Source: an optimization exercise on an open RTL-to-GDS flow (aim: small area, a short achievable clock period and few clock cycles). Production flows keep margins and buffers that such runs may drop. The RTL was checked by simulation tests, not by an equivalence proof against the original design.

$ cat run.sh
#!/bin/bash
# synth_recipe.tcl (not shown) runs the flow's synth.tcl, then flattens the netlist and writes it again
# the make line also repeats each setting of config.mk as NAME=value (left out here)
make -C /OpenROAD-flow-scripts/flow DESIGN_CONFIG=/design/flow/config.mk WORK_HOME=/design/flow/orfs CLKGATE_MAP_FILE= SYNTH_SCRIPT=/design/flow/synth_recipe.tcl finish
$ cat config.mk
export PLATFORM = sky130hd
export DESIGN_NAME = tbpm_rxdec
export DESIGN_NICKNAME = tbpm_rxdec
export VERILOG_FILES = /design/flow/design.v
export SDC_FILE = /design/flow/constraint.sdc
export NUM_CORES = 4
export LEC_CHECK = 0
export CAP_MARGIN = 20
export CORE_MARGIN = 2
export CORE_UTILIZATION = 40
export SLEW_MARGIN = 20
$ cat constraint.sdc
create_clock -name core_clock -period 35.0 [get_ports {clk}]
set_input_delay 7.0000 -clock core_clock [delete_from_list [all_inputs] [get_ports {clk}]]
set_output_delay 7.0000 -clock core_clock [all_outputs]
set_load 0.01 [all_outputs]
$ cat design.v
module tbpm_rxdec (
    input  wire        clk,
    input  wire        rst,
    input  wire        cfg_we,
    input  wire [7:0]  cfg_pct,
    input  wire [15:0] cfg_floor,
    input  wire [1:0]  cfg_reg_len,
    input  wire        cfg_reg0,
    input  wire        cfg_reg1,
    input  wire        in_valid,
    output wire        in_ready,
    input  wire [31:0] in_data,
    input  wire        in_last,
    output wire        out_valid,
    input  wire        out_ready,
    output wire        rl_ok,
    output wire [3:0]  rl_cause,
    output wire [31:0] rl_word,
    output wire        fw_ok,
    output wire [3:0]  fw_cause,
    output wire [31:0] fw_word,
    output wire        dsp_ok,
    output wire [1:0]  dsp_tried,
    output wire [31:0] dsp_word
);
    localparam [7:0]  RX_CAP        = 8'd128;
    localparam [7:0]  RL_MIN_SYM    = 8'd42;
    localparam [31:0] RL_UNIT       = 32'd3125;
    localparam [4:0]  RL_NBITS      = 5'd17;
    localparam [2:0]  CODE_ZERO     = 3'd1;
    localparam [2:0]  CODE_SAME     = 3'd2;
    localparam [2:0]  CODE_ONE      = 3'd3;
    localparam [2:0]  CODE_STOP     = 3'd4;
    localparam [2:0]  CODE_START    = 3'd5;
    localparam [31:0] FW_PRE_MARK   = 32'd6200;
    localparam [31:0] FW_PRE_SPACE  = 32'd2800;
    localparam [31:0] FW_BIT_MARK   = 32'd550;
    localparam [31:0] FW_ONE_SPACE  = 32'd1700;
    localparam [31:0] FW_ZERO_SPACE = 32'd550;
    localparam [5:0]  FW_HDR_BITS   = 6'd15;
    localparam [14:0] FW_HDR_CONST  = 15'h2008;
    localparam [6:0]  TOL_PCT_RESET   = 7'd25;
    localparam [15:0] TOL_FLOOR_RESET = 16'd10;
    localparam [3:0] C_NONE      = 4'd0;
    localparam [3:0] C_TOO_SHORT = 4'd1;
    localparam [3:0] C_PREAMBLE  = 4'd2;
    localparam [3:0] C_SYMBOL    = 4'd4;
    localparam [3:0] C_HEADER    = 4'd5;
    localparam [3:0] C_CHECKSUM  = 4'd6;
    localparam [3:0] C_NO_FRAME  = 4'd7;
    localparam [1:0] RL_IDLE = 2'd0;
    localparam [1:0] RL_DATA = 2'd1;
    localparam [1:0] RL_STOP = 2'd2;
    function [40:0] band_lo(input [31:0] e, input [6:0] p, input [15:0] f);
        reg [40:0] rel;
        begin
            rel = ({9'd0, e} * (41'd100 - {34'd0, p})) / 41'd100;
            band_lo = (rel > {25'd0, f}) ? rel - {25'd0, f} : 41'd0;
        end
    endfunction
    function [40:0] band_hi(input [31:0] e, input [6:0] p, input [15:0] f);
        begin
            band_hi = ({9'd0, e} * (41'd100 + {34'd0, p})) / 41'd100 + {25'd0, f};
        end
    endfunction
    function match_mark(input [31:0] v, input [31:0] e, input [6:0] p, input [15:0] f);
        reg [40:0] mag;
        begin
            mag = {9'd0, v};
            match_mark = !v[31] && (v != 32'd0) &&
                         (band_lo(e, p, f) <= mag) && (mag <= band_hi(e, p, f));
        end
    endfunction
    function match_space(input [31:0] v, input [31:0] e, input [6:0] p, input [15:0] f);
        reg [40:0] mag;
        begin
            mag = {9'd0, (32'd0 - v)};
            match_space = v[31] &&
                          (band_lo(e, p, f) <= mag) && (mag <= band_hi(e, p, f));
        end
    endfunction
    reg [6:0]  tol_pct;
    reg [15:0] tol_floor;
    reg [1:0]  reg_len;
    reg        reg0, reg1;
    always @(posedge clk) begin
        if (rst) begin
            tol_pct   <= TOL_PCT_RESET;
            tol_floor <= TOL_FLOOR_RESET;
            reg_len   <= 2'd0;
            reg0      <= 1'b0;
            reg1      <= 1'b0;
        end else if (cfg_we && cfg_pct <= 8'd100 && cfg_reg_len <= 2'd2) begin
            tol_pct   <= cfg_pct[6:0];
            tol_floor <= cfg_floor;
            reg_len   <= cfg_reg_len;
            reg0      <= cfg_reg0;
            reg1      <= cfg_reg1;
        end
    end
    reg        done;           
    reg [7:0]  n_ent;          
    reg [31:0] mark_q;         
    wire take     = in_valid && in_ready;
    wire keep     = take && (n_ent < RX_CAP);      
    wire pair_end = keep && n_ent[0];              
    wire [6:0] pair_idx = n_ent[7:1];              
    wire clear    = out_valid && out_ready;
    assign in_ready  = !done;
    assign out_valid = done;
    wire [31:0] m_ent = mark_q;
    wire [31:0] s_ent = in_data;
    wire [32:0] rl_width = {1'b0, m_ent} + {1'b0, (32'd0 - s_ent)};
    wire [33:0] rl_code  = ({rl_width, 1'b0} + {2'd0, RL_UNIT}) / {RL_UNIT, 1'b0};
    wire        rl_signs = !m_ent[31] && (m_ent != 32'd0) && s_ent[31];
    wire cls_zero  = rl_signs && (rl_code == {31'd0, CODE_ZERO});
    wire cls_same  = rl_signs && (rl_code == {31'd0, CODE_SAME});
    wire cls_one   = rl_signs && (rl_code == {31'd0, CODE_ONE});
    wire cls_stop  = rl_signs && (rl_code == {31'd0, CODE_STOP});
    wire cls_start = rl_signs && (rl_code == {31'd0, CODE_START});
    reg [1:0]  rl_st;
    reg [4:0]  rl_cnt;
    reg [16:0] rl_sh;
    reg        rl_prev;
    reg [7:0]  rl_rep;
    reg [7:0]  rl_src;
    reg [7:0]  rl_cmd;
    reg        rl_bit;
    always @(*) begin
        if (cls_zero)      rl_bit = 1'b0;
        else if (cls_one)  rl_bit = 1'b1;
        else               rl_bit = rl_prev;
    end
    always @(posedge clk) begin
        if (rst || clear) begin
            rl_st   <= RL_IDLE;
            rl_cnt  <= 5'd0;
            rl_sh   <= 17'd0;
            rl_prev <= 1'b0;
            rl_rep  <= 8'd0;
            rl_src  <= 8'd0;
            rl_cmd  <= 8'd0;
        end else if (pair_end) begin
            case (rl_st)
                RL_IDLE: begin
                    if (cls_start) begin
                        rl_cnt  <= 5'd0;
                        rl_sh   <= 17'd0;
                        rl_prev <= 1'b0;
                        rl_st   <= RL_DATA;
                    end
                end
                RL_DATA: begin
                    if (cls_zero || cls_one || cls_same) begin
                        rl_prev <= rl_bit;
                        rl_sh   <= {rl_sh[15:0], rl_bit};
                        rl_cnt  <= rl_cnt + 5'd1;
                        if (rl_cnt + 5'd1 == RL_NBITS)
                            rl_st <= RL_STOP;
                    end else begin
                        rl_st <= RL_IDLE;
                    end
                end
                default: begin  
                    if (cls_stop) begin
                        rl_src <= rl_sh[15:8];
                        rl_cmd <= rl_sh[7:0];
                        if (rl_rep != 8'hFF)
                            rl_rep <= rl_rep + 8'd1;
                    end
                    rl_st <= RL_IDLE;
                end
            endcase
        end
    end
    wire fw_pre  = match_mark(m_ent, FW_PRE_MARK, tol_pct, tol_floor) &&
                   match_space(s_ent, FW_PRE_SPACE, tol_pct, tol_floor);
    wire fw_one  = match_mark(m_ent, FW_BIT_MARK, tol_pct, tol_floor) &&
                   match_space(s_ent, FW_ONE_SPACE, tol_pct, tol_floor);
    wire fw_zero = match_mark(m_ent, FW_BIT_MARK, tol_pct, tol_floor) &&
                   match_space(s_ent, FW_ZERO_SPACE, tol_pct, tol_floor);
    wire fw_bit  = fw_one;    
    reg        fw_dead;       
    reg [3:0]  fw_fcause;
    reg        fw_full;       
    reg [23:0] fw_sh;
    wire [23:0] fw_sh_next = {fw_sh[22:0], fw_bit};
    always @(posedge clk) begin
        if (rst || clear) begin
            fw_dead   <= 1'b0;
            fw_fcause <= C_NONE;
            fw_full   <= 1'b0;
            fw_sh     <= 24'd0;
        end else if (pair_end && !fw_dead && !fw_full) begin
            if (pair_idx == 7'd0) begin
                if (!fw_pre) begin
                    fw_dead   <= 1'b1;
                    fw_fcause <= C_PREAMBLE;
                end
            end else if (!(fw_one || fw_zero)) begin
                fw_dead   <= 1'b1;
                fw_fcause <= C_SYMBOL;
            end else begin
                fw_sh <= fw_sh_next;
                if (pair_idx == {1'b0, FW_HDR_BITS}) begin
                    if (fw_sh_next[14:0] != FW_HDR_CONST) begin
                        fw_dead   <= 1'b1;
                        fw_fcause <= C_HEADER;
                    end
                end else if (pair_idx == {1'b0, FW_HDR_BITS} + 7'd24) begin
                    fw_full <= 1'b1;
                end
            end
        end
    end
    always @(posedge clk) begin
        if (rst || clear) begin
            done   <= 1'b0;
            n_ent  <= 8'd0;
            mark_q <= 32'd0;
        end else if (take) begin
            if (keep) begin
                n_ent <= n_ent + 8'd1;
                if (!n_ent[0])
                    mark_q <= in_data;
            end
            if (in_last)
                done <= 1'b1;
        end
    end
    wire rl_short = (n_ent < RL_MIN_SYM);
    assign rl_ok    = !rl_short && (rl_rep != 8'd0);
    assign rl_cause = rl_short ? C_TOO_SHORT : (rl_rep != 8'd0) ? C_NONE : C_NO_FRAME;
    assign rl_word  = rl_ok ? {8'd0, rl_rep, rl_cmd, rl_src} : 32'd0;
    wire fw_chk_ok = ((fw_sh[23:16] ^ fw_sh[15:8]) == fw_sh[7:0]);
    assign fw_ok    = !fw_dead && fw_full && fw_chk_ok;
    assign fw_cause = fw_dead           ? fw_fcause :
                      fw_full           ? (fw_chk_ok ? C_NONE : C_CHECKSUM) :
                      (n_ent < 8'd2)    ? C_PREAMBLE : C_SYMBOL;
    assign fw_word  = fw_ok ? {8'd1, fw_sh[15:8], 4'd0, fw_sh[19:16], 4'd0, fw_sh[23:20]}
                            : 32'd0;
    wire ok0 = reg0 ? fw_ok : rl_ok;
    wire ok1 = reg1 ? fw_ok : rl_ok;
    wire [31:0] word0 = reg0 ? fw_word : rl_word;
    wire [31:0] word1 = reg1 ? fw_word : rl_word;
    reg        d_ok;
    reg [1:0]  d_tried;
    reg [31:0] d_word;
    always @(*) begin
        d_ok    = 1'b0;
        d_tried = reg_len;
        d_word  = 32'd0;
        if (reg_len >= 2'd1 && ok0) begin
            d_ok    = 1'b1;
            d_tried = 2'd1;
            d_word  = word0;
        end else if (reg_len == 2'd2 && ok1) begin
            d_ok    = 1'b1;
            d_tried = 2'd2;
            d_word  = word1;
        end
    end
    assign dsp_ok    = d_ok;
    assign dsp_tried = d_tried;
    assign dsp_word  = d_word;
endmodule
==> summary.txt <==
-- critical path: cells and delay by family --
kind	cells	cell delay [ns]
AND/OR/NAND/NOR	30	8.38
AO/OA/AOI/OAI	49	12.46
multiplexers	3	1.11
XOR/XNOR	8	1.78
adder cells (fa/ha/maj)	1	0.39
buffers and inverters	12	2.74
-- per-stage QoR --
stage / hold slack [ns] / area [um2] / setup slack (ns)
floorplan: 0.429 / 62400 / 2.74
global placement: 0.451 / 67500 / 0.0379
detailed placement: 0.446 / 67500 / -0.513
CTS: 0.457 / 68100 / 0.0423
global route: 0.472 / 69100 / -0.0458
finish: 0.454 / 69100 / 1.45
-- layout make-up --
cell class	instances	area, um2	share of cell area
Multi-Input combinational cell	7779	56600	0.818
Timing Repair Buffer	471	3910	0.0566
Sequential cell	144	2890	0.0417
Inverter	692	2620	0.0379
Tap cell	2044	2560	0.0370
Clock buffer	17	425	0.00615
Clock inverter	14	149	0.00215
Antenna cell	3	7.51	0.000109
-- placed cells by master, fill, tap and decap left out, types with 73 or more instances in the layout --
cell             instances
fa_1                   120
nor4_1                  81
and2_1                 117
inv_1                  679
clkdlybuf4s50_1        144
nand2b_1               139
o211ai_1                89
nand2_1                719
buf_4                  323
nand3_1                204
o21ai_0                470
maj3_1                  73
a31oi_1                102
a21oi_1                697
xnor2_1                641
nor3_1                 225
dfxtp_1                142
nand4_1                122
a211oi_1                96
ha_1                   720
mux2i_1                158
a21o_1                 200
nor2_1                 822
o21bai_1               117
and3_1                 102
or3_1                   73
nor2b_1                119
o21a_1                  97
xor2_1                 199
or2_2                   78
-- flip-flops by register name, summed over array words and instances, names as in the netlist, 3 cells and up --
signal     cells
fw_fcause      3
tol_pct        7
fw_sh         24
rl_sh         15
tol_floor     16
rl_rep         8
rl_cmd         8
n_ent          8
rl_cnt         5
rl_src         8
mark_q        32
-- worst paths after layout --
kind                                                  end  depth (start not counted)               startpoint
worst max-delay path               rl_cnt[3]$_SDFFE_PP0P_                        103               in_data[4]
worst min-delay path               rl_sh[15]$_SDFFE_PP0P_                          2   rl_sh[15]$_SDFFE_PP0P_
worst max register to register  fw_fcause[1]$_SDFFE_PP0P_                        146  tol_pct[2]$_SDFFE_PP0P_
worst min register to register     rl_sh[15]$_SDFFE_PP0P_                          2   rl_sh[15]$_SDFFE_PP0P_
-- cell families (layout without fill, tap and decap cells) --
group,count (synthesis),count (layout)
compound gates,2710,2710
xor+xnor,875,875
fa+ha+maj,915,915
buf+inv,981,1194
flops,144,144
mux,220,220
other cells,1,38
simple gates,3024,3024
-- repair_timing --
action,4_1_cts,5_1_grt
endpoints found under the setup margin,35,76
gates cloned,0,0
setup buffers,2,19
pin swaps,1,16
resized for setup,5,174
-- layer usage --
layer | up-vias | wire (um) | track usage | part of all wire
met2 | 1861 | 99100 | 0.434 | 0.46
met3 | 279 | 9750 | 0.0127 | 0.046
li1 | 32787 | - | - | -
met5 | - | 34 | 0 | 0.00016
met1 | 31495 | 98100 | 0.350 | 0.46
met4 | 6 | 6340 | 0.0713 | 0.030
==> flow_summary.yaml <==
die:
  dieArea_um2: 159000
  initial_core_util: 0.403
  core_area_um2: 154000
  row_count: 144
  die_x_um: 399
  die_y_um: 399
  io_pins: 177
grt:
  grt_max_degree: 99
  antenna_found_initial: 6
  grt_pass1_vias: 61285
  grt-ovfl-total: 0
  grt_pass1_wl_um: 335000
  grt_usage: 0.256
hold_path:
  hold_class: "register to register"
synthesis:
  synth_area_um2: 62300
  yosysTopAreaCellShare: 0.145
  synthTopCellsByCount: "nor2_1, ha_1, nand2_1"
  yosysSeqAreaShare: 0.0463
  synth_simple_gate_area_frac: 0.241
  synthMuxAreaShare: 0.0370
  synth_xor_area_frac: 0.124
  synth_area_leaders: "ha_1, xnor2_1, a21oi_1"
  synth_fa_ha_area_frac: 0.195
  async_reset_ff_frac: 0
  synth_top_family_by_area: "compound AO/OA/AOI/OAI gates"
  synthDistinctLibCells: 150
  post_synth.cell_area_avg_um2: 7.02
  ys_ff_latch: 144
  synth_ff_type: "dfxtp_1"
  yosysWarnings: 1
  synth-compound-area-share: 0.294
  synth-edff-count: 0
  yosysTopAreaCell: "ha_1"
  yosysMostFrequentCell: "nor2_1"
  syn_inst: 8870
cells_and_area:
  nets: 10013
  areaGrowthSynthToFinish_pct: 11.0
  fin_util: 0.448
  fill_cells: 15789
  finalNonFillerCells: 11164
  drive_above_1_share: 0.0873
cts:
  cts_max_level: 4
  clock_sinks: 144
  postCtsHoldBufs: 0
  ctsRootBufferMaster: "clkbuf_16"
  clockBufferDepth: 2
  cts_inserted_buffers: 17
  clock_latency_ns: 0.45
  cts_tree: "yes"
  clk_pin_slew_ns: 0.07
run_status:
  status: "timing/DRC/antenna clean"
setup_path:
  reg2reg_setup_slack_ns: 2.32
  worst-path-max-fanout: 19
  crit_slowest_cell: "or4_4"
  critPathLaunchType: "input port"
  crit_arrival_ns: 33.91
  end_kind: "register"
  crit_required_ns: 35.36
  critPathMostFrequentCell: "buf_4"
  critPathKind: "input port to register"
  cpPeakStageDelay_ns: 0.63
place:
  dp_hpwl_um: 177000
  portBuffers: 144
  place.gp.congestion: 0.960
  dp.cells: 11108
routing:
  drcViolationCount: 0
  ant_nets: 0
  vias: 66428
  routed_wl_um: 213000
  drt_first_pass_iters: 7
  wl_per_cell_um: 19.1
  vias_per_cell: 5.95
  drtIter0Drc: 5197
timing:
  finalSetupViolCount: 0
  fin_skew_ns: 0.0260
  worst_slew_pin_slew_ns: 1.08
  fin_crit_ns: 33.55
  max_freq_mhz: 29.8
  drv_slew: 0
  relSlewSlack: 0.258
  period_share: 0.959
  hold_viol_final: 0
  tns_ns: 0
job:
  maxCapViolations: 0
Testbench counts, summed over its fixed seeds: cycles 32,386.

-- static timing again, ports no longer ideal --
How much do the figures lean on ideal ports? The routed layout below was timed once more, with nothing changed but the port constraints. Step 1 sets driving cells, clkbuf_16 on the clock port and buf_2 on the other inputs (assumed; they add their load-dependent delay and slew). Step 2 also shifts input and output timing later by t, the mid clock arrival at the registers, as if the neighbouring blocks saw the same clock. a / b / c = ideal ports / drivers / drivers and shift; a / b = the first two.
shift t [ns]: 0.489
slack for setup (ns): 1.446 / 1.432 / 0.943
pins driven straight from the clock port: 1
After both steps setup and hold are still met in this run. The setup slack of this run moves by -0.014 ns with the drivers and by -0.503 ns with both steps.
